Context: an optimization exercise on an open-source flow, tuned for small area, a short achievable clock period and few clock cycles. The choices shown serve that exercise and are no tape-out recipe. In this exercise RTL edits were held to simulation tests only and were not proved equivalent to the original. Power is estimated from default activity; no workload was simulated.

==> design/flow/run.sh <==
#!/bin/bash
# synth_recipe.tcl (not shown) runs the flow's synth.tcl, then flattens the netlist and writes it again
# the make line also repeats each setting of config.mk as NAME=value (left out here)
make -C /OpenROAD-flow-scripts/flow DESIGN_CONFIG=/design/flow/config.mk WORK_HOME=/design/flow/orfs CLKGATE_MAP_FILE= SYNTH_SCRIPT=/design/flow/synth_recipe.tcl finish
==> design/flow/config.mk <==
export PLATFORM = sky130hd
export DESIGN_NAME = ap4s_core
export DESIGN_NICKNAME = ap4s_core
export VERILOG_FILES = /design/flow/design.v
export SDC_FILE = /design/flow/constraint.sdc
export NUM_CORES = 4
export LEC_CHECK = 0
export CAP_MARGIN = 20
export CORE_MARGIN = 2
export CORE_UTILIZATION = 40
export PLACE_DENSITY = 0.6
export SETUP_SLACK_MARGIN = 5
export SLEW_MARGIN = 20
==> design/flow/constraint.sdc <==
create_clock -name core_clock -period 12.0 [get_ports {clk}]
set_input_delay 2.4000 -clock core_clock [delete_from_list [all_inputs] [get_ports {clk}]]
set_output_delay 2.4000 -clock core_clock [all_outputs]
set_load 0.01 [all_outputs]
==> design/flow/design.v <==
module ap4s_core (
    input  wire        clk,
    input  wire        rst,
    input  wire        req,
    input  wire        we,
    input  wire [7:0]  addr,
    input  wire [15:0] wdata,
    output reg         ack,
    output reg  [15:0] rdata
);
    localparam [3:0] E_NONE     = 4'd0;
    localparam [3:0] E_SHORT    = 4'd1;
    localparam [3:0] E_BADFCC   = 4'd2;
    localparam [3:0] E_BADDPID  = 4'd3;
    localparam [3:0] E_UNKTYPE  = 4'd4;
    localparam [3:0] E_LENGTH   = 4'd5;
    localparam [3:0] E_ALPHA    = 4'd6;
    localparam [3:0] E_ILLEGAL  = 4'd8;
    localparam [3:0] E_BUFRANGE = 4'd9;
    function is_digit(input [7:0] c);
        is_digit = (c[7:4] == 4'h3) && !(c[3] && (c[2] || c[1]));
    endfunction
    function letter5(input [4:0] c);
        letter5 = (c != 5'd0) && !(c[4] && c[3] && (c[2] || (c[1] && c[0])));
    endfunction
    function in_alpha(input [7:0] c);
        in_alpha = is_digit(c) ||
                   ((c[7:5] == 3'b010) && letter5(c[4:0])) ||
                   ((c[7:5] == 3'b011) && letter5(c[4:0])) ||
                   (c == 8'h20) || (c == 8'h23);
    endfunction
    function [3:0] n_table(input [3:0] v);
        case (v)
            4'd0: n_table = 4'h0;
            4'd1: n_table = 4'h1;
            4'd2: n_table = 4'h2;
            4'd3: n_table = 4'h4;
            4'd4: n_table = 4'h5;
            4'd5: n_table = 4'h6;
            4'd6: n_table = 4'h8;
            4'd7: n_table = 4'h9;
            4'd8: n_table = 4'hA;
            default: n_table = 4'hC;
        endcase
    endfunction
    function [5:0] c_table(input [5:0] i);
        case (i)
            6'd0:  c_table = 6'd42; 6'd1:  c_table = 6'd48; 6'd2:  c_table = 6'd49;
            6'd3:  c_table = 6'd50; 6'd4:  c_table = 6'd52; 6'd5:  c_table = 6'd53;
            6'd6:  c_table = 6'd54; 6'd7:  c_table = 6'd56; 6'd8:  c_table = 6'd57;
            6'd9:  c_table = 6'd58; 6'd10: c_table = 6'd0;  6'd11: c_table = 6'd1;
            6'd12: c_table = 6'd2;  6'd13: c_table = 6'd4;  6'd14: c_table = 6'd5;
            6'd15: c_table = 6'd6;  6'd16: c_table = 6'd8;  6'd17: c_table = 6'd9;
            6'd18: c_table = 6'd10; 6'd19: c_table = 6'd16; 6'd20: c_table = 6'd17;
            6'd21: c_table = 6'd18; 6'd22: c_table = 6'd20; 6'd23: c_table = 6'd21;
            6'd24: c_table = 6'd22; 6'd25: c_table = 6'd24; 6'd26: c_table = 6'd25;
            6'd27: c_table = 6'd26; 6'd28: c_table = 6'd32; 6'd29: c_table = 6'd33;
            6'd30: c_table = 6'd34; 6'd31: c_table = 6'd36; 6'd32: c_table = 6'd37;
            6'd33: c_table = 6'd38; 6'd34: c_table = 6'd40; 6'd35: c_table = 6'd41;
            6'd36: c_table = 6'd11; 6'd37: c_table = 6'd12; 6'd38: c_table = 6'd13;
            6'd39: c_table = 6'd14; 6'd40: c_table = 6'd15; 6'd41: c_table = 6'd19;
            6'd42: c_table = 6'd23; 6'd43: c_table = 6'd27; 6'd44: c_table = 6'd28;
            6'd45: c_table = 6'd29; 6'd46: c_table = 6'd30; 6'd47: c_table = 6'd31;
            6'd48: c_table = 6'd35; 6'd49: c_table = 6'd39; 6'd50: c_table = 6'd43;
            6'd51: c_table = 6'd44; 6'd52: c_table = 6'd45; 6'd53: c_table = 6'd46;
            6'd54: c_table = 6'd47; 6'd55: c_table = 6'd51; 6'd56: c_table = 6'd55;
            6'd57: c_table = 6'd59; 6'd58: c_table = 6'd60; 6'd59: c_table = 6'd61;
            6'd60: c_table = 6'd62; 6'd61: c_table = 6'd63; 6'd62: c_table = 6'd3;
            default: c_table = 6'd7;
        endcase
    endfunction
    function [5:0] gf_mul(input [5:0] a, input [5:0] b);
        reg [5:0] x, r;
        integer i;
        begin
            r = 6'd0;
            x = a;
            for (i = 0; i < 6; i = i + 1) begin
                if (b[i]) r = r ^ x;
                x = x[5] ? ({x[4:0], 1'b0} ^ 6'h03) : {x[4:0], 1'b0};
            end
            gf_mul = r;
        end
    endfunction
    function [5:0] log_tab(input [5:0] i);
        case (i)
            6'd0: log_tab = 6'd0; 6'd1: log_tab = 6'd0; 6'd2: log_tab = 6'd1; 6'd3: log_tab = 6'd6;
            6'd4: log_tab = 6'd2; 6'd5: log_tab = 6'd12; 6'd6: log_tab = 6'd7; 6'd7: log_tab = 6'd26;
            6'd8: log_tab = 6'd3; 6'd9: log_tab = 6'd32; 6'd10: log_tab = 6'd13; 6'd11: log_tab = 6'd35;
            6'd12: log_tab = 6'd8; 6'd13: log_tab = 6'd48; 6'd14: log_tab = 6'd27; 6'd15: log_tab = 6'd18;
            6'd16: log_tab = 6'd4; 6'd17: log_tab = 6'd24; 6'd18: log_tab = 6'd33; 6'd19: log_tab = 6'd16;
            6'd20: log_tab = 6'd14; 6'd21: log_tab = 6'd52; 6'd22: log_tab = 6'd36; 6'd23: log_tab = 6'd54;
            6'd24: log_tab = 6'd9; 6'd25: log_tab = 6'd45; 6'd26: log_tab = 6'd49; 6'd27: log_tab = 6'd38;
            6'd28: log_tab = 6'd28; 6'd29: log_tab = 6'd41; 6'd30: log_tab = 6'd19; 6'd31: log_tab = 6'd56;
            6'd32: log_tab = 6'd5; 6'd33: log_tab = 6'd62; 6'd34: log_tab = 6'd25; 6'd35: log_tab = 6'd11;
            6'd36: log_tab = 6'd34; 6'd37: log_tab = 6'd31; 6'd38: log_tab = 6'd17; 6'd39: log_tab = 6'd47;
            6'd40: log_tab = 6'd15; 6'd41: log_tab = 6'd23; 6'd42: log_tab = 6'd53; 6'd43: log_tab = 6'd51;
            6'd44: log_tab = 6'd37; 6'd45: log_tab = 6'd44; 6'd46: log_tab = 6'd55; 6'd47: log_tab = 6'd40;
            6'd48: log_tab = 6'd10; 6'd49: log_tab = 6'd61; 6'd50: log_tab = 6'd46; 6'd51: log_tab = 6'd30;
            6'd52: log_tab = 6'd50; 6'd53: log_tab = 6'd22; 6'd54: log_tab = 6'd39; 6'd55: log_tab = 6'd43;
            6'd56: log_tab = 6'd29; 6'd57: log_tab = 6'd60; 6'd58: log_tab = 6'd42; 6'd59: log_tab = 6'd21;
            6'd60: log_tab = 6'd20; 6'd61: log_tab = 6'd59; 6'd62: log_tab = 6'd57; 6'd63: log_tab = 6'd58;
            default: log_tab = 6'd0;
        endcase
    endfunction
    function [5:0] alog_tab(input [5:0] i);
        case (i)
            6'd0: alog_tab = 6'd1; 6'd1: alog_tab = 6'd2; 6'd2: alog_tab = 6'd4; 6'd3: alog_tab = 6'd8;
            6'd4: alog_tab = 6'd16; 6'd5: alog_tab = 6'd32; 6'd6: alog_tab = 6'd3; 6'd7: alog_tab = 6'd6;
            6'd8: alog_tab = 6'd12; 6'd9: alog_tab = 6'd24; 6'd10: alog_tab = 6'd48; 6'd11: alog_tab = 6'd35;
            6'd12: alog_tab = 6'd5; 6'd13: alog_tab = 6'd10; 6'd14: alog_tab = 6'd20; 6'd15: alog_tab = 6'd40;
            6'd16: alog_tab = 6'd19; 6'd17: alog_tab = 6'd38; 6'd18: alog_tab = 6'd15; 6'd19: alog_tab = 6'd30;
            6'd20: alog_tab = 6'd60; 6'd21: alog_tab = 6'd59; 6'd22: alog_tab = 6'd53; 6'd23: alog_tab = 6'd41;
            6'd24: alog_tab = 6'd17; 6'd25: alog_tab = 6'd34; 6'd26: alog_tab = 6'd7; 6'd27: alog_tab = 6'd14;
            6'd28: alog_tab = 6'd28; 6'd29: alog_tab = 6'd56; 6'd30: alog_tab = 6'd51; 6'd31: alog_tab = 6'd37;
            6'd32: alog_tab = 6'd9; 6'd33: alog_tab = 6'd18; 6'd34: alog_tab = 6'd36; 6'd35: alog_tab = 6'd11;
            6'd36: alog_tab = 6'd22; 6'd37: alog_tab = 6'd44; 6'd38: alog_tab = 6'd27; 6'd39: alog_tab = 6'd54;
            6'd40: alog_tab = 6'd47; 6'd41: alog_tab = 6'd29; 6'd42: alog_tab = 6'd58; 6'd43: alog_tab = 6'd55;
            6'd44: alog_tab = 6'd45; 6'd45: alog_tab = 6'd25; 6'd46: alog_tab = 6'd50; 6'd47: alog_tab = 6'd39;
            6'd48: alog_tab = 6'd13; 6'd49: alog_tab = 6'd26; 6'd50: alog_tab = 6'd52; 6'd51: alog_tab = 6'd43;
            6'd52: alog_tab = 6'd21; 6'd53: alog_tab = 6'd42; 6'd54: alog_tab = 6'd23; 6'd55: alog_tab = 6'd46;
            6'd56: alog_tab = 6'd31; 6'd57: alog_tab = 6'd62; 6'd58: alog_tab = 6'd63; 6'd59: alog_tab = 6'd61;
            6'd60: alog_tab = 6'd57; 6'd61: alog_tab = 6'd49; 6'd62: alog_tab = 6'd33; 6'd63: alog_tab = 6'd1;
            default: alog_tab = 6'd0;
        endcase
    endfunction
    function [5:0] cidx_tab(input [6:0] i);
        case (i)
            7'd0: cidx_tab = 6'd0; 7'd1: cidx_tab = 6'd0; 7'd2: cidx_tab = 6'd0; 7'd3: cidx_tab = 6'd0;
            7'd4: cidx_tab = 6'd0; 7'd5: cidx_tab = 6'd0; 7'd6: cidx_tab = 6'd0; 7'd7: cidx_tab = 6'd0;
            7'd8: cidx_tab = 6'd0; 7'd9: cidx_tab = 6'd0; 7'd10: cidx_tab = 6'd0; 7'd11: cidx_tab = 6'd0;
            7'd12: cidx_tab = 6'd0; 7'd13: cidx_tab = 6'd0; 7'd14: cidx_tab = 6'd0; 7'd15: cidx_tab = 6'd0;
            7'd16: cidx_tab = 6'd0; 7'd17: cidx_tab = 6'd0; 7'd18: cidx_tab = 6'd0; 7'd19: cidx_tab = 6'd0;
            7'd20: cidx_tab = 6'd0; 7'd21: cidx_tab = 6'd0; 7'd22: cidx_tab = 6'd0; 7'd23: cidx_tab = 6'd0;
            7'd24: cidx_tab = 6'd0; 7'd25: cidx_tab = 6'd0; 7'd26: cidx_tab = 6'd0; 7'd27: cidx_tab = 6'd0;
            7'd28: cidx_tab = 6'd0; 7'd29: cidx_tab = 6'd0; 7'd30: cidx_tab = 6'd0; 7'd31: cidx_tab = 6'd0;
            7'd32: cidx_tab = 6'd62; 7'd33: cidx_tab = 6'd0; 7'd34: cidx_tab = 6'd0; 7'd35: cidx_tab = 6'd63;
            7'd36: cidx_tab = 6'd0; 7'd37: cidx_tab = 6'd0; 7'd38: cidx_tab = 6'd0; 7'd39: cidx_tab = 6'd0;
            7'd40: cidx_tab = 6'd0; 7'd41: cidx_tab = 6'd0; 7'd42: cidx_tab = 6'd0; 7'd43: cidx_tab = 6'd0;
            7'd44: cidx_tab = 6'd0; 7'd45: cidx_tab = 6'd0; 7'd46: cidx_tab = 6'd0; 7'd47: cidx_tab = 6'd0;
            7'd48: cidx_tab = 6'd0; 7'd49: cidx_tab = 6'd1; 7'd50: cidx_tab = 6'd2; 7'd51: cidx_tab = 6'd3;
            7'd52: cidx_tab = 6'd4; 7'd53: cidx_tab = 6'd5; 7'd54: cidx_tab = 6'd6; 7'd55: cidx_tab = 6'd7;
            7'd56: cidx_tab = 6'd8; 7'd57: cidx_tab = 6'd9; 7'd58: cidx_tab = 6'd0; 7'd59: cidx_tab = 6'd0;
            7'd60: cidx_tab = 6'd0; 7'd61: cidx_tab = 6'd0; 7'd62: cidx_tab = 6'd0; 7'd63: cidx_tab = 6'd0;
            7'd64: cidx_tab = 6'd0; 7'd65: cidx_tab = 6'd10; 7'd66: cidx_tab = 6'd11; 7'd67: cidx_tab = 6'd12;
            7'd68: cidx_tab = 6'd13; 7'd69: cidx_tab = 6'd14; 7'd70: cidx_tab = 6'd15; 7'd71: cidx_tab = 6'd16;
            7'd72: cidx_tab = 6'd17; 7'd73: cidx_tab = 6'd18; 7'd74: cidx_tab = 6'd19; 7'd75: cidx_tab = 6'd20;
            7'd76: cidx_tab = 6'd21; 7'd77: cidx_tab = 6'd22; 7'd78: cidx_tab = 6'd23; 7'd79: cidx_tab = 6'd24;
            7'd80: cidx_tab = 6'd25; 7'd81: cidx_tab = 6'd26; 7'd82: cidx_tab = 6'd27; 7'd83: cidx_tab = 6'd28;
            7'd84: cidx_tab = 6'd29; 7'd85: cidx_tab = 6'd30; 7'd86: cidx_tab = 6'd31; 7'd87: cidx_tab = 6'd32;
            7'd88: cidx_tab = 6'd33; 7'd89: cidx_tab = 6'd34; 7'd90: cidx_tab = 6'd35; 7'd91: cidx_tab = 6'd0;
            7'd92: cidx_tab = 6'd0; 7'd93: cidx_tab = 6'd0; 7'd94: cidx_tab = 6'd0; 7'd95: cidx_tab = 6'd0;
            7'd96: cidx_tab = 6'd0; 7'd97: cidx_tab = 6'd36; 7'd98: cidx_tab = 6'd37; 7'd99: cidx_tab = 6'd38;
            7'd100: cidx_tab = 6'd39; 7'd101: cidx_tab = 6'd40; 7'd102: cidx_tab = 6'd41; 7'd103: cidx_tab = 6'd42;
            7'd104: cidx_tab = 6'd43; 7'd105: cidx_tab = 6'd44; 7'd106: cidx_tab = 6'd45; 7'd107: cidx_tab = 6'd46;
            7'd108: cidx_tab = 6'd47; 7'd109: cidx_tab = 6'd48; 7'd110: cidx_tab = 6'd49; 7'd111: cidx_tab = 6'd50;
            7'd112: cidx_tab = 6'd51; 7'd113: cidx_tab = 6'd52; 7'd114: cidx_tab = 6'd53; 7'd115: cidx_tab = 6'd54;
            7'd116: cidx_tab = 6'd55; 7'd117: cidx_tab = 6'd56; 7'd118: cidx_tab = 6'd57; 7'd119: cidx_tab = 6'd58;
            7'd120: cidx_tab = 6'd59; 7'd121: cidx_tab = 6'd60; 7'd122: cidx_tab = 6'd61; 7'd123: cidx_tab = 6'd0;
            7'd124: cidx_tab = 6'd0; 7'd125: cidx_tab = 6'd0; 7'd126: cidx_tab = 6'd0; 7'd127: cidx_tab = 6'd0;
            default: cidx_tab = 6'd0;
        endcase
    endfunction
    function ge11(input [6:0] x);
        ge11 = (x[6] | (x[5] | (x[4] | (x[3] & (x[2] | (x[1] & (x[0] & 1'b1)))))));
    endfunction
    function ge12(input [6:0] x);
        ge12 = (x[6] | (x[5] | (x[4] | (x[3] & (x[2] & (x[1] | (x[0] | 1'b1)))))));
    endfunction
    function ge13(input [6:0] x);
        ge13 = (x[6] | (x[5] | (x[4] | (x[3] & (x[2] & (x[1] | (x[0] & 1'b1)))))));
    endfunction
    function ge14(input [6:0] x);
        ge14 = (x[6] | (x[5] | (x[4] | (x[3] & (x[2] & (x[1] & (x[0] | 1'b1)))))));
    endfunction
    function ge15(input [6:0] x);
        ge15 = (x[6] | (x[5] | (x[4] | (x[3] & (x[2] & (x[1] & (x[0] & 1'b1)))))));
    endfunction
    function ge16(input [6:0] x);
        ge16 = (x[6] | (x[5] | (x[4] & (x[3] | (x[2] | (x[1] | (x[0] | 1'b1)))))));
    endfunction
    function ge17(input [6:0] x);
        ge17 = (x[6] | (x[5] | (x[4] & (x[3] | (x[2] | (x[1] | (x[0] & 1'b1)))))));
    endfunction
    function ge18(input [6:0] x);
        ge18 = (x[6] | (x[5] | (x[4] & (x[3] | (x[2] | (x[1] & (x[0] | 1'b1)))))));
    endfunction
    function ge19(input [6:0] x);
        ge19 = (x[6] | (x[5] | (x[4] & (x[3] | (x[2] | (x[1] & (x[0] & 1'b1)))))));
    endfunction
    function ge20(input [6:0] x);
        ge20 = (x[6] | (x[5] | (x[4] & (x[3] | (x[2] & (x[1] | (x[0] | 1'b1)))))));
    endfunction
    function ge21(input [6:0] x);
        ge21 = (x[6] | (x[5] | (x[4] & (x[3] | (x[2] & (x[1] | (x[0] & 1'b1)))))));
    endfunction
    function ge22(input [6:0] x);
        ge22 = (x[6] | (x[5] | (x[4] & (x[3] | (x[2] & (x[1] & (x[0] | 1'b1)))))));
    endfunction
    function ge23(input [6:0] x);
        ge23 = (x[6] | (x[5] | (x[4] & (x[3] | (x[2] & (x[1] & (x[0] & 1'b1)))))));
    endfunction
    function ge24(input [6:0] x);
        ge24 = (x[6] | (x[5] | (x[4] & (x[3] & (x[2] | (x[1] | (x[0] | 1'b1)))))));
    endfunction
    function ge25(input [6:0] x);
        ge25 = (x[6] | (x[5] | (x[4] & (x[3] & (x[2] | (x[1] | (x[0] & 1'b1)))))));
    endfunction
    function ge26(input [6:0] x);
        ge26 = (x[6] | (x[5] | (x[4] & (x[3] & (x[2] | (x[1] & (x[0] | 1'b1)))))));
    endfunction
    function ge38(input [6:0] x);
        ge38 = (x[6] | (x[5] & (x[4] | (x[3] | (x[2] & (x[1] & (x[0] | 1'b1)))))));
    endfunction
    function ge53(input [6:0] x);
        ge53 = (x[6] | (x[5] & (x[4] & (x[3] | (x[2] & (x[1] | (x[0] & 1'b1)))))));
    endfunction
    reg [11:0]  res;
    reg [3:0]   stat_err;
    reg [1:0]   stat_btype;       
    reg         stat_ready;
    reg [6:0]   ilen;
    reg [5:0]   acc0, acc1, acc2, acc3;
    reg [7:0]   ibuf [0:63];
    reg [1:0]   od [2:64];
    reg         busy;             
    reg         enc_ph;           
    reg         num_r;            
    reg         in_field;         
    reg [4:0]   ci;               
    reg [4:0]   sj;               
    reg [7:0]   rp;               
    reg [7:0]   ma;               
    reg         pf_v;
    reg [11:0]  pf;
    wire        enc_run = busy && enc_ph;
    wire stat_valid = (stat_btype != 2'd0);
    reg  [6:0] olen;
    reg  [4:0] nsym_m1;
    always @(*) begin
        case (stat_btype)
            2'd1:    begin olen = 7'd37; nsym_m1 = 5'd6;  end
            2'd2:    begin olen = 7'd52; nsym_m1 = 5'd11; end
            2'd3:    begin olen = 7'd67; nsym_m1 = 5'd16; end
            default: begin olen = 7'd0;  nsym_m1 = 5'd16; end
        endcase
    end
    wire [1:0] dig [0:127];
    genvar g;
    generate
        for (g = 0; g < 128; g = g + 1) begin : g_dig
            if (g == 0 || g == 65)                 assign dig[g] = 2'd1;
            else if (g == 1 || g == 52 || g == 66) assign dig[g] = 2'd3;
            else if (g < 65)                       assign dig[g] = od[g];
            else                                   assign dig[g] = 2'd0;
        end
    endgenerate
    wire a_cmd  = (addr == 8'h00);
    wire a_ibuf = (addr[7:6] == 2'b01);
    wire hit    = pf_v && (addr == rp);
    always @(*) begin
        if (we) ack = req && !busy;
        else    ack = req && hit;
        rdata = {4'd0, pf};
    end
    wire do_wr   = req && we && !rst && !busy;
    wire do_cmd  = do_wr && a_cmd;
    wire do_ibuf = do_wr && a_ibuf;
    wire rd_hit  = req && !we && hit;
    wire rd_miss = req && !we && (addr != rp);
    wire [15:0] cmd  = wdata;
    wire [3:0]  c_op = cmd[15:12];
    wire [5:0]  c_a6 = cmd[11:6];
    wire [5:0]  c_b6 = cmd[5:0];
    wire [7:0]  c_ch = cmd[7:0];
    wire [1:0]  c_k  = cmd[1:0];
    reg cmd_legal;
    always @(*) begin
        case (c_op)
            4'h0, 4'h1, 4'h5, 4'hE: cmd_legal = (cmd[11:0] == 12'd0);
            4'h2, 4'h3, 4'h6, 4'hB: cmd_legal = (cmd[11:6] == 6'd0);
            4'h4:                   cmd_legal = 1'b1;
            4'h7, 4'hD:             cmd_legal = (cmd[11:2] == 10'd0);
            4'h8, 4'h9, 4'hA:       cmd_legal = (cmd[11:8] == 4'd0);
            4'hC:                   cmd_legal = ((cmd & 16'h0CCC) == 16'd0);
            default:                cmd_legal = 1'b0;
        endcase
    end
    wire [5:0] ib_a    = enc_run ? {1'b0, ci} : ma[5:0];
    wire [7:0] ib_q    = ibuf[ib_a];
    wire [7:0] chx   = enc_run ? ib_q : c_ch;
    wire [5:0] ch_ix = cidx_tab(chx[6:0]);
    wire [5:0] ch_c  = c_table(ch_ix);
    wire [3:0] ch_n  = n_table(chx[3:0]);
    wire [5:0] sym;
    wire [5:0] lfsr_in = busy ? sym : c_b6;
    wire [5:0] lm    = acc3 ^ lfsr_in;
    wire [5:0] nacc3 = acc2 ^ gf_mul(lm, 6'd30);
    wire [5:0] nacc2 = acc1 ^ gf_mul(lm, 6'd29);
    wire [5:0] nacc1 = acc0 ^ gf_mul(lm, 6'd17);
    wire [5:0] nacc0 = gf_mul(lm, 6'd48);
    wire [5:0] syms [0:31];
    generate
        for (g = 0; g < 32; g = g + 1) begin : g_sym
            if (g < 17) begin : g_s
                assign syms[g] = {dig[2 + 3*g], dig[3 + 3*g], dig[4 + 3*g]};
            end else begin : g_z
                assign syms[g] = 6'd0;
            end
        end
    endgenerate
    assign sym = syms[sj];
    wire [7:0] s [0:24];
    wire [24:0] sdig;
    wire [9:0]  salpha;
    generate
        for (g = 0; g < 25; g = g + 1) begin : g_s
            assign s[g] = ibuf[g];
            assign sdig[g] = is_digit(ibuf[g]);
            if (g >= 10 && g < 20) begin : g_a
                assign salpha[g - 10] = in_alpha(ibuf[g]);
            end
        end
    endgenerate
    wire len_range  = ilen[6] && (ilen[5:0] != 6'd0);    
    wire len_short  = (ilen[6:4] == 3'd0) && !(ilen[3] && (ilen[2] || ilen[1]));   
    wire long_cust  = ge26(ilen);                        
    wire cust_none  = (ilen == 7'd10);                   
    wire [14:0] cmask = {ge25(ilen), ge24(ilen), ge23(ilen), ge22(ilen), ge21(ilen),
                         ge20(ilen), ge19(ilen), ge18(ilen), ge17(ilen), ge16(ilen),
                         ge15(ilen), ge14(ilen), ge13(ilen), ge12(ilen), ge11(ilen)};
    wire fcc11 = (s[0] == 8'h31) && (s[1] == 8'h31);
    wire fcc59 = (s[0] == 8'h35) && (s[1] == 8'h39);
    wire fcc62 = (s[0] == 8'h36) && (s[1] == 8'h32);
    wire ci_digits = ((sdig[24:10] | ~cmask) == 15'h7FFF);
    wire ci_alpha  = ((salpha | ~cmask[9:0]) == 10'h3FF);
    wire is_numeric = !cust_none && ci_digits && !long_cust;   
    wire num_ok = fcc59 ? !ge19(ilen) : fcc62 ? !long_cust : 1'b0;
    wire alp_ok = fcc59 ? !ge16(ilen) : fcc62 ? !ge21(ilen) : cust_none;
    wire [1:0] row_sel = fcc11 ? 2'd1 : fcc59 ? 2'd2 : 2'd3;
    reg [3:0] enc_err;
    always @(*) begin
        if (len_range)                                     enc_err = E_BUFRANGE;
        else if (len_short)                                enc_err = E_SHORT;
        else if (!(sdig[0] && sdig[1]))                    enc_err = E_BADFCC;
        else if (sdig[9:2] != 8'hFF)                       enc_err = E_BADDPID;
        else if (!(fcc11 || fcc59 || fcc62))               enc_err = E_UNKTYPE;
        else if (long_cust)                                enc_err = E_LENGTH;
        else if (is_numeric ? !num_ok : !alp_ok)           enc_err = E_LENGTH;
        else if (!is_numeric && !ci_alpha)                 enc_err = E_ALPHA;
        else                                               enc_err = E_NONE;
    end
    wire [1:0] dpid [0:19];
    generate
        for (g = 0; g < 20; g = g + 1) begin : g_dpid
            wire [3:0] nn = n_table(s[g / 2][3:0]);
            assign dpid[g] = (g % 2 == 0) ? nn[3:2] : nn[1:0];
        end
    endgenerate
    reg [11:0] res_nx;
    reg [3:0]  err_nx;
    reg        rdy_set, acc_clr, acc_step;
    always @(*) begin
        res_nx   = res;
        err_nx   = E_NONE;
        rdy_set  = 1'b0;
        acc_clr  = 1'b0;
        acc_step = 1'b0;
        if (!cmd_legal) begin
            err_nx = E_ILLEGAL;
        end else begin
            case (c_op)
            4'h1: rdy_set = 1'b1;
            4'h2: begin rdy_set = 1'b1; res_nx = {6'd0, log_tab(c_b6)}; end
            4'h3: begin rdy_set = 1'b1; res_nx = {6'd0, alog_tab(c_b6)}; end
            4'h4: begin rdy_set = 1'b1; res_nx = {6'd0, gf_mul(c_a6, c_b6)}; end
            4'h5: acc_clr = 1'b1;
            4'h6: begin rdy_set = 1'b1; acc_step = 1'b1; end
            4'h7: begin
                case (c_k)
                    2'd0: res_nx = {6'd0, acc3};
                    2'd1: res_nx = {6'd0, acc2};
                    2'd2: res_nx = {6'd0, acc1};
                    default: res_nx = {6'd0, acc0};
                endcase
            end
            4'h8: begin
                if (in_alpha(c_ch)) res_nx = {6'd0, ch_ix};
                else err_nx = E_ALPHA;
            end
            4'h9: begin
                if (is_digit(c_ch)) res_nx = {8'd0, ch_n};
                else err_nx = E_ALPHA;
            end
            4'hA: begin
                if (in_alpha(c_ch)) res_nx = {6'd0, ch_c};
                else err_nx = E_ALPHA;
            end
            4'hB: res_nx = {6'd0, c_b6};
            4'hC: res_nx = {6'd0, cmd[9:8], cmd[5:4], cmd[1:0]};
            4'hD: begin
                case (c_k)
                    2'd0: res_nx = 12'h800;
                    2'd1: res_nx = 12'h401;
                    2'd2: res_nx = 12'h442;
                    default: res_nx = 12'h233;
                endcase
            end
            4'hE: begin
                rdy_set = 1'b1;
                err_nx  = enc_err;
            end
            default: ;
            endcase
        end
    end
    wire [7:0] stat_enc = {1'b1, enc_ok, enc_ok ? row_sel : 2'd0, enc_err};
    wire enc_go   = do_cmd && cmd_legal && (c_op == 4'hE);
    wire enc_ok   = (enc_err == E_NONE);
    wire lfsr_run = busy && !enc_ph;
    wire lfsr_end = lfsr_run && (sj == nsym_m1);
    wire enc_last = enc_run && (num_r ? (ci == 5'd24) : (ci == 5'd19));
    always @(posedge clk) begin
        if (do_ibuf) ibuf[addr[5:0]] <= wdata[7:0];
    end
    wire [1:0] nd0 = in_field ? ch_n[3:2] : 2'd3;
    wire [1:0] nd1 = in_field ? ch_n[1:0] : 2'd3;
    wire [1:0] ad0 = in_field ? ch_c[5:4] : 2'd3;
    wire [1:0] ad1 = in_field ? ch_c[3:2] : 2'd3;
    wire [1:0] ad2 = in_field ? ch_c[1:0] : 2'd3;
    integer q;
    always @(posedge clk) begin
        if (enc_go) begin
            for (q = 0; q < 20; q = q + 1) od[2 + q] <= dpid[q];
        end
        if (enc_run) begin
            if (num_r) begin
                for (q = 22; q < 50; q = q + 1) od[q] <= od[q + 2];
                od[50] <= nd0; od[51] <= nd1;
            end else begin
                for (q = 22; q < 49; q = q + 1) od[q] <= od[q + 3];
                od[49] <= ad0; od[50] <= ad1; od[51] <= ad2;
            end
        end
        if (lfsr_end) begin
            case (stat_btype)
            2'd1: begin
                od[23] <= nacc3[5:4]; od[24] <= nacc3[3:2]; od[25] <= nacc3[1:0];
                od[26] <= nacc2[5:4]; od[27] <= nacc2[3:2]; od[28] <= nacc2[1:0];
                od[29] <= nacc1[5:4]; od[30] <= nacc1[3:2]; od[31] <= nacc1[1:0];
                od[32] <= nacc0[5:4]; od[33] <= nacc0[3:2]; od[34] <= nacc0[1:0];
                od[35] <= 2'd1;       od[36] <= 2'd3;
            end
            2'd2: begin
                od[38] <= nacc3[5:4]; od[39] <= nacc3[3:2]; od[40] <= nacc3[1:0];
                od[41] <= nacc2[5:4]; od[42] <= nacc2[3:2]; od[43] <= nacc2[1:0];
                od[44] <= nacc1[5:4]; od[45] <= nacc1[3:2]; od[46] <= nacc1[1:0];
                od[47] <= nacc0[5:4]; od[48] <= nacc0[3:2]; od[49] <= nacc0[1:0];
                od[50] <= 2'd1;       od[51] <= 2'd3;
            end
            default: begin
                od[53] <= nacc3[5:4]; od[54] <= nacc3[3:2]; od[55] <= nacc3[1:0];
                od[56] <= nacc2[5:4]; od[57] <= nacc2[3:2]; od[58] <= nacc2[1:0];
                od[59] <= nacc1[5:4]; od[60] <= nacc1[3:2]; od[61] <= nacc1[1:0];
                od[62] <= nacc0[5:4]; od[63] <= nacc0[3:2]; od[64] <= nacc0[1:0];
            end
            endcase
        end
    end
    function [7:0] succ(input [7:0] x);
        case (x)
            8'h02:   succ = 8'h04;       
            8'h04:   succ = 8'h80;       
            default: succ = x + 8'd1;
        endcase
    endfunction
    wire [3:0] mpos = {ge53(ma[6:0]), ge38(ma[6:0]), ge23(ma[6:0]), ge22(ma[6:0])};
    reg [11:0] pf_mux;
    always @(*) begin
        pf_mux = 12'd0;
        if (ma[7])                 pf_mux = {10'd0, dig[ma[6:0]]};
        else if (ma[6])            pf_mux = {4'd0, ib_q};
        else if (ma[5:3] == 3'd0) begin
            case (ma[2:0])
                3'd1: pf_mux = res;
                3'd2: pf_mux = {4'd0, stat_ready, stat_valid, stat_btype, stat_err};
                3'd3: pf_mux = {5'd0, ilen};
                3'd4: pf_mux = {5'd0, olen};
                default: pf_mux = 12'd0;
            endcase
        end
    end
    reg        ma_unsafe;
    always @(*) begin
        if (!busy)       ma_unsafe = 1'b0;
        else if (enc_ph) ma_unsafe = (ma[7:6] == 2'b01) || (ma[7] && mpos[0]);
        else case (stat_btype)
            2'd1:    ma_unsafe = ma[7] && mpos[1];
            2'd2:    ma_unsafe = ma[7] && mpos[2];
            default: ma_unsafe = ma[7] && mpos[3];
        endcase
    end
    wire pf_inval = do_wr && !a_cmd;      
    always @(posedge clk) begin
        if (rst) begin
            rp   <= 8'h02;
            ma   <= 8'h02;
            pf_v <= 1'b0;
        end else if (do_cmd) begin
            rp   <= enc_go ? 8'h02 : 8'h01;
            ma   <= enc_go ? 8'h04 : 8'h02;
            pf   <= enc_go ? {4'd0, stat_enc} : res_nx;
            pf_v <= 1'b1;
        end else if (rd_miss) begin
            rp   <= addr;
            ma   <= addr;
            pf_v <= 1'b0;
        end else if (rd_hit) begin
            rp <= ma;
            if (ma_unsafe) begin
                pf_v <= 1'b0;
            end else begin
                pf   <= pf_mux;
                ma   <= succ(ma);
            end
        end else if (!pf_v) begin
            if (!ma_unsafe && !pf_inval) begin
                pf   <= pf_mux;
                pf_v <= 1'b1;
                ma   <= succ(ma);
            end
        end else if (pf_inval) begin
            pf_v <= 1'b0;
            ma   <= rp;
        end
    end
    always @(posedge clk) begin
        if (rst) begin
            res        <= 12'd0;
            stat_err   <= 4'd0;
            stat_btype <= 2'd0;
            stat_ready <= 1'b0;
            ilen       <= 7'd0;
            acc0 <= 6'd0; acc1 <= 6'd0; acc2 <= 6'd0; acc3 <= 6'd0;
            busy       <= 1'b0;
            enc_ph     <= 1'b0;
        end else begin
            if (enc_run) begin
                ci <= ci + 5'd1;
                if (ci + 5'd1 == ilen[4:0]) in_field <= 1'b0;
                if (enc_last) begin
                    enc_ph <= 1'b0;
                    sj     <= 5'd0;
                    acc0 <= 6'd0; acc1 <= 6'd0; acc2 <= 6'd0; acc3 <= 6'd0;
                end
            end
            if (lfsr_run) begin
                acc0 <= nacc0; acc1 <= nacc1; acc2 <= nacc2; acc3 <= nacc3;
                sj <= sj + 5'd1;
                if (lfsr_end) busy <= 1'b0;
            end
            if (do_wr && addr == 8'h03) ilen <= wdata[6:0];
            if (do_cmd) begin
                res        <= res_nx;
                stat_err   <= err_nx;
                stat_ready <= stat_ready | rdy_set;
                if (acc_clr) begin
                    acc0 <= 6'd0; acc1 <= 6'd0; acc2 <= 6'd0; acc3 <= 6'd0;
                end
                if (acc_step) begin
                    acc0 <= nacc0; acc1 <= nacc1; acc2 <= nacc2; acc3 <= nacc3;
                end
                if (enc_go) begin
                    stat_btype <= enc_ok ? row_sel : 2'd0;
                    if (enc_ok) begin
                        busy     <= 1'b1;
                        enc_ph   <= 1'b1;
                        ci       <= 5'd10;
                        num_r    <= is_numeric;
                        in_field <= !cust_none;
                    end
                end
            end
        end
    end
endmodule
==> results of run 1 <==
==> what timing repair did <==
action / CTS / global route
gates cloned: 2 / 2
pin swaps: 2 / 1
endpoints found under the setup margin: 19 / 17
hold buffers: 0 / 0
setup buffers: 1 / 0
resized for setup: 10 / 16
==> kinds of logic (layout without fill, tap and decap cells) <==
logic type / count (synthesis) / after routing / synth area share
AND/OR/NAND/NOR: 1191 / 1195 / 0.142
AO/OA/AOI/OAI: 965 / 965 / 0.167
flip-flops: 729 / 729 / 0.513
buffers and inverters: 398 / 367 / 0.0420
multiplexers: 250 / 250 / 0.0860
XOR/XNOR: 113 / 113 / 0.0246
adder cells (fa/ha/maj): 82 / 82 / 0.0254
other: 1 / 8 / 0.0000932
==> worst max-delay path, stage by stage <==
cell and delay (ns):
clkdlybuf4s50_1 0.72, nor2b_2 0.35, nand2_1 0.20, o22ai_4 0.29
clkdlybuf4s50_1 0.61
==> layer usage <==
metal / vias up / track usage
met3: 379 / 0.0582
met4: 10 / 0.117
met5: - / 0
li1: 14100 / -
met2: 1860 / 0.423
met1: 15800 / 0.371
==> sequential cells by signal, indices dropped and copies added, names as in the netlist, 6 cells and up <==
| name | cells |
|---|---|
| acc0 | 6 |
| acc1 | 6 |
| acc2 | 6 |
| acc3 | 6 |
| g_dpid.nn | 20 |
| ibuf | 512 |
| ilen | 7 |
| ma | 8 |
| od | 104 |
| pf | 12 |
| res | 12 |
| rp | 8 |
==> power groups by stage <==
| stage | registers [mW] | logic (mW) | clock network (mW) |
|---|---|---|---|
| floorplan | 2.81 | 0.569 | 0 |
| global placement | 2.82 | 0.893 | 0 |
| detailed placement | 2.82 | 0.890 | 0 |
| CTS | 2.77 | 0.897 | 2.59 |
| global route | 2.77 | 0.967 | 2.69 |
| finish | 2.77 | 0.922 | 2.56 |
==> Yosys cell counts (29+ instances only) <==
| master | count |
|---|---|
| edfxtp_1 | 604 |
| nor3_1 | 66 |
| inv_1 | 110 |
| ha_1 | 81 |
| a31oi_1 | 29 |
| nand2_1 | 389 |
| a211oi_1 | 46 |
| a21oi_1 | 168 |
| a221oi_1 | 36 |
| dfxtp_1 | 125 |
| and3_1 | 62 |
| mux2i_1 | 164 |
| a22oi_1 | 85 |
| clkbuf_1 | 211 |
| xor2_1 | 48 |
| nand3_1 | 117 |
| nand4_1 | 37 |
| o21ai_0 | 210 |
| mux4_2 | 75 |
| nor2b_1 | 31 |
| o211ai_1 | 74 |
| nor2_1 | 299 |
| xnor2_1 | 65 |
==> final timing paths <==
check | startpoint | to | slack (ns)
max | req | ack | 5.02
min | stat_err[0] | stat_err[0] | 0.47
max reg2reg | busy | pf[0] | 5.19
min reg2reg | stat_err[0] | stat_err[0] | 0.47
==> layout make-up <==
class / instances / area (sq um) / share of cell area
clock buffer: 97 / 2090 / 0.0470
clock inverter: 49 / 628 / 0.0141
antenna: 4 / 10.0 / 0.000225
multi-input combinational: 2609 / 18100 / 0.407
timing repair buffer: 108 / 893 / 0.0201
inverter: 113 / 433 / 0.00975
tap: 1298 / 1620 / 0.0366
sequential: 729 / 20600 / 0.465
==> stage by stage <==
stage | cells | setup WS, ns | area [sq um] | util | hold slack (ns)
detailed placement | 4852 | 4.25 | 41600 | 0.416 | 0.454
floorplan | 3732 | 5.26 | 40200 | - | 0.427
global route | 5003 | 4.96 | 44400 | 0.445 | 0.492
global placement | 4852 | 4.44 | 41600 | 0.416 | 0.439
finish | 5007 | 5.02 | 44400 | 0.445 | 0.472
CTS | 5001 | 4.99 | 44300 | 0.444 | 0.466
==> flow_summary.json, run 1 <==
{
  "worst-endpoint-arrival_ns": 4.58,
  "whs_path_depth": 1,
  "overflow": 0,
  "num_rows": 116,
  "tightest_slew_ns": 1.16,
  "critPathCaptureType": "primary output",
  "postRouteAntennaNets": 0,
  "synth_top_area_frac": 0.451,
  "ioPinCount": 45,
  "routabilityCongestion": 0.985,
  "sequential_power_share": 0.443,
  "dr.pass1.iters": 6,
  "post_drt_wl_per_cell_um": 28.9,
  "met3WireLength_um": 14300,
  "min_period_ns": 6.98,
  "drive_above_1_share": 0.0953,
  "final_clock_skew_ns": 0.0282,
  "rsz0062_at_grt": "yes",
  "fin_nets": 3748,
  "worst_setup_path_start_kind": "input port",
  "initial_core_util": 0.403,
  "wire_length_of_the_first_global_routing_pass_um": 210000,
  "run_status": "complete, no violations",
  "hold_path.class": "flip-flop to flip-flop",
  "synthToLayoutAreaGrowth_pct": 10.4,
  "worstSkewPairLatency_ns": 0.66,
  "cap_viol_max_count": 0,
  "synth_largest_area_cell": "edfxtp_1",
  "crit_path_max_fanout": 6,
  "synthesis.yosys.warnings": 2,
  "leakage_nw": 15.1,
  "routed-wl-met2_um": 64700,
  "cts.sinks": 729,
  "totalNegativeSetupSlack_ns": 0,
  "ctsHtreeMaxLevel": 3,
  "highest_layer": "met5",
  "place.port_buffers": 40,
  "grt.total_usage": 0.273,
  "drt_iter0_markers": 4594,
  "peakVddDrop_v": 0.000146,
  "die_area_sq_um": 103000,
  "power_switching_mw": 1.71,
  "max-clock-path-buffers": 3,
  "async_reset_ff_frac": 0,
  "drcViolationCount": 0,
  "max_freq_ghz": 0.143,
  "final_cell_mix": "604 x edfxtp_1, 389 x nand2_1, 298 x nor2_1",
  "post-dp-hpwl_um": 98100,
  "synth_cell_type_count": 104,
  "number_of_enable_flip_flop_cells_after_synthesis": 604,
  "postSynthRegisterBits": 729,
  "sw_frac_of_total": 0.274,
  "pin_count_of_the_biggest_net_entering_global_routing": 95,
  "maxSlewHeadroom": 0.221,
  "ys_seq_area_frac": 0.513,
  "worst-r2r-cell-count": 20,
  "synth_area_leaders": "edfxtp_1 45%, dfxtp_1 6.2%, mux4_2 4.2%, mux2i_1 4.1%, nand2_1 3.6%",
  "detail_route.vias_per_cell": 6.42,
  "cts-buffers-inserted": 78,
  "timing.critical_path.required_ns": 9.60,
  "mostFrequentLayoutCell": "edfxtp_1",
  "hold_violations": 0,
  "met1Wirelength_um": 58300,
  "pwr-share-comb": 0.148,
  "yosys_most_used_dff": "edfxtp_1",
  "cts.reportedPaths.clkPinSlew_ns": 0.06,
  "cts_tree": "yes",
  "path_type_of_the_worst_setup_path": "input port to primary output",
  "setup_viol_count_final": 0,
  "layout_worst_path_cycle_share": 0.581,
  "via_count_of_the_first_global_routing_pass": 30400,
  "route.vias.total": 32100,
  "die_height_um": 321,
  "mappedNetlistArea_sq_um": 40200,
  "design_power_total_mw": 6.25,
  "drv_slew": 0,
  "nFillCells": 9279,
  "wl_um": 144000,
  "core_region_area_sq_um": 99900,
  "synth_area_per_cell_sq_um": 10.8,
  "syn-instance-count": 3729,
  "pwr_density_cell_nw_per_um2": 141,
  "p_int_mw": 4.53,
  "clock_power_share": 0.410,
  "floorplan.die.width_um": 321,
  "clock_tree.root_cell": "clkbuf_16",
  "antenna_found_initial": 12
}
Testbench counts, summed over its fixed seeds: cycles 16,192.
==> inputs of run 2 (changes only) <==
==> design/flow/flow/run.sh (new file) <==
#!/bin/bash
set -e
export SETUP_SLACK_MARGIN=6.6
bash standard.sh > standard.log 2>&1
==> design/flow/standard.sh (new file) <==
#!/bin/bash
# synth_recipe.tcl (not shown) runs the flow's synth.tcl, then flattens the netlist and writes it again
# the make line also repeats each setting of config.mk as NAME=value (left out here)
make -C /OpenROAD-flow-scripts/flow DESIGN_CONFIG=/design/flow/config.mk WORK_HOME=/design/flow/orfs CLKGATE_MAP_FILE= SYNTH_SCRIPT=/design/flow/synth_recipe.tcl "${@:-finish}"
--- a/design/flow/config.mk
+++ b/design/flow/config.mk
@@ -9,5 +9,4 @@
 export CORE_MARGIN = 2
 export CORE_UTILIZATION = 40
 export PLACE_DENSITY = 0.6
-export SETUP_SLACK_MARGIN = 5
 export SLEW_MARGIN = 20
removed: design/flow/run.sh
==> run 2 against run 1 <==
Effect of this change: still clean; power rose by 0.47%; via count rose by 3.3%; first-iteration DRC count rose by 5.1%; critical path depth rose by 1; utilization rose by 1.9 points; critical path type unchanged; largest power group unchanged; highest routed layer unchanged.
==> flow_summary.json, run 2 <==
{
  "run_status": "complete, no violations",
  "synth_top_area_frac": 0.451,
  "synth_area_per_cell_sq_um": 10.8,
  "syn-instance-count": 3729,
  "fin_nets": 3861,
  "post_drt_wl_per_cell_um": 29.4,
  "maxSlewHeadroom": 0.173,
  "floorplan.die.width_um": 321,
  "die_area_sq_um": 103000,
  "worst-endpoint-arrival_ns": 3.58,
  "timing.critical_path.required_ns": 9.60,
  "final_cell_mix": "604 x edfxtp_1, 384 x nand2_1, 285 x nor2_1",
  "tightest_slew_ns": 1.21,
  "ys_seq_area_frac": 0.513,
  "num_rows": 116,
  "post-dp-hpwl_um": 99400,
  "cts_tree": "yes",
  "hold_violations": 0,
  "synth_largest_area_cell": "edfxtp_1",
  "setup_viol_count_final": 0,
  "critPathCaptureType": "primary output",
  "cts-buffers-inserted": 77,
  "ctsHtreeMaxLevel": 3,
  "largest_register_ffs": 512,
  "antenna_found_initial": 2,
  "rr_startpoint": "ci[0]",
  "cts.sinks": 729,
  "timing.rr.end": "res[0]",
  "placed_cells": 4858,
  "ioPinCount": 45,
  "crit_top_cell": "buf_6",
  "timing.critical_path.slowest_cell_delay_ns": 0.34,
  "place.port_buffers": 40,
  "initial_core_util": 0.403,
  "drive_above_1_share": 0.147,
  "holdPathEnd": "stat_err[0]",
  "grt.total_usage": 0.277,
  "synthesis.yosys.warnings": 2,
  "number_of_enable_flip_flop_cells_after_synthesis": 604,
  "rsz0062_at_grt": "yes",
  "crit_path_cell_chain": "buf_6 > xor2_4 > nor4_4 > nand2_2 > o22ai_4 > buf_6",
  "cts.reportedPaths.clkPinSlew_ns": 0.06,
  "totalNegativeSetupSlack_ns": 0,
  "synthToLayoutAreaGrowth_pct": 15.2,
  "async_reset_ff_frac": 0,
  "routabilityCongestion": 0.982,
  "leakage_nw": 16.0,
  "pwr_density_cell_nw_per_um2": 135,
  "most_common_library_cells_after_synthesis": "604 x edfxtp_1, 389 x nand2_1, 299 x nor2_1",
  "overflow": 0,
  "drt_iter0_markers": 4829,
  "dr.pass1.iters": 7,
  "path_type_of_the_worst_setup_path": "input port to primary output",
  "wl_um": 150000,
  "postSynthRegisterBits": 729,
  "whs_path_depth": 1,
  "pin_count_of_the_biggest_net_entering_global_routing": 103,
  "reg2reg_setup_slack_ns": 6.71,
  "die_height_um": 321,
  "mostFrequentLayoutCell": "edfxtp_1",
  "hold_buffers": 0,
  "min_period_ns": 5.98,
  "final_clock_skew_ns": 0.0406,
  "yosys_most_used_dff": "edfxtp_1",
  "synth_area_leaders": "edfxtp_1 45%, dfxtp_1 6.2%, mux4_2 4.2%, mux2i_1 4.1%, nand2_1 3.6%",
  "wire_length_of_the_first_global_routing_pass_um": 212000,
  "fin_worst_hold_slack_ns": 0.459,
  "via_count_of_the_first_global_routing_pass": 30400,
  "worst_setup_path_start_kind": "input port",
  "max-clock-path-buffers": 3,
  "hold_path.class": "flip-flop to flip-flop",
  "synth.most_common_cell": "edfxtp_1",
  "max_freq_ghz": 0.167,
  "drcViolationCount": 0,
  "mappedNetlistArea_sq_um": 40200,
  "clock_tree.root_cell": "clkbuf_16",
  "detail_route.vias_per_cell": 6.49,
  "postRouteAntennaNets": 0,
  "worst-r2r-cell-count": 24,
  "critPathSlowestCell": "nor4_4",
  "worstSkewPairLatency_ns": 0.67,
  "core_region_area_sq_um": 99900,
  "drv_slew": 0,
  "cap_viol_max_count": 0,
  "synth_cell_type_count": 104,
  "non_filler_instance_count_after_layout": 5117,
  "layout_worst_path_cycle_share": 0.498,
  "crit_path_max_fanout": 6,
  "route.vias.total": 33200,
  "peakVddDrop_v": 0.000192,
  "timing.hold.worst.start": "stat_err[0]"
}
run 2: cell counts after synthesis:
Identical to the previous run, type by type.
run 2: cell type report:
| type | count | area, sq um |
|---|---|---|
| diodes | 2 | 5.00 |
| clock inverters | 45 | 527 |
| repair inverters | 3 | 21.3 |
| clock buffers | 99 | 2050 |
| fillers | 9124 | 53500 |
| multi-input cells | 2610 | 18700 |
| well taps | 1298 | 1620 |
| flip-flops and latches | 729 | 20700 |
| repair buffers | 218 | 2240 |
| inverters | 113 | 460 |
run 2: where the power goes:
part	switching (mW)	internal, mW	total [mW]
registers	0.0199	2.75	2.77
logic	0.686	0.388	1.07
clock network	1.07	1.36	2.44
total	1.78	4.50	6.28
run 2: how the worst max path moves through the flow:
stage,startpoint,to,cells past startpoint
finish,addr[0],ack,6
global route,addr[0],ack,6
CTS,addr[3],ack,7
detailed placement,busy,pf[0],20
global placement,addr[4],ack,6
floorplan,wdata[0],pf[5],19
run 2: per-layer routing:
metal,up-vias,GRT usage,routed length (um)
met5,-,0,13
met4,2,0.140,9110
met3,470,0.0552,15500
met2,2131,0.422,66100
met1,16300,0.377,59700
li1,14300,-,-
run 2: stage by stage:
stage	utilization	cell area (sq um)	worst slack, ns	total power [mW]
after floorplan	-	40400	6.29	3.38
final	0.464	46300	6.02	6.28
after global placement	0.417	41700	4.71	3.72
after global routing	0.464	46300	6.02	6.44
after detailed placement	0.417	41700	4.56	3.72
after CTS	0.453	45300	5.94	6.20
run 2: kinds of logic after synthesis:
kind of cell,share of synthesized area
AO/OA/AOI/OAI,0.167
AND/OR/NAND/NOR,0.142
other,0.0000932
adder cells (fa/ha/maj),0.0254
multiplexers,0.0860
buffers and inverters,0.0420
flip-flops,0.513
XOR/XNOR,0.0246
run 2: worst max-delay path: cells and delay by family:
kind                      cells  cell delay (ns)
AOI/OAI and AO/OA             1             0.26
xor gates and xnor gates      1             0.16
buffers and inverters         2             0.28
and+or+nand+nor               2             0.48
run 2: timing repair:
item,in CTS,in global routing
buffers inserted,46,46
gates resized for setup,164,118
pin swaps,13,18
endpoints found under the setup margin,268,264
cloned,10,11

## afterwards: timing with drivers on the ports
The flow's constraints put no driver on any port. The routed layouts listed below were extracted and timed again, unchanged, in two steps.
Step 1 assumes that a clkbuf_16 drives the clock port and a buf_2 every other input.
Step 2, shift: input delay + t, output delay - t, t = (earliest + latest rising clock arrival at the registers) / 2. This alone moves slack from input paths to output paths.
a / b / c = ideal ports / drivers / drivers and shift; a / b = the first two.
| run | t, ns | setup slack, ns | worst slew at a driven data input, ns |
|---|---|---|---|
| run 1 | 0.716 | 5.024 / 4.902 / 4.611 | 0.15 |
| run 2 | 0.725 | 6.018 / 5.920 / 5.851 | 0.17 |
After both steps every run listed still meets setup and hold. The setup slack of run 1, which loses most, moves by -0.122 ns with the drivers and by -0.413 ns with both steps.
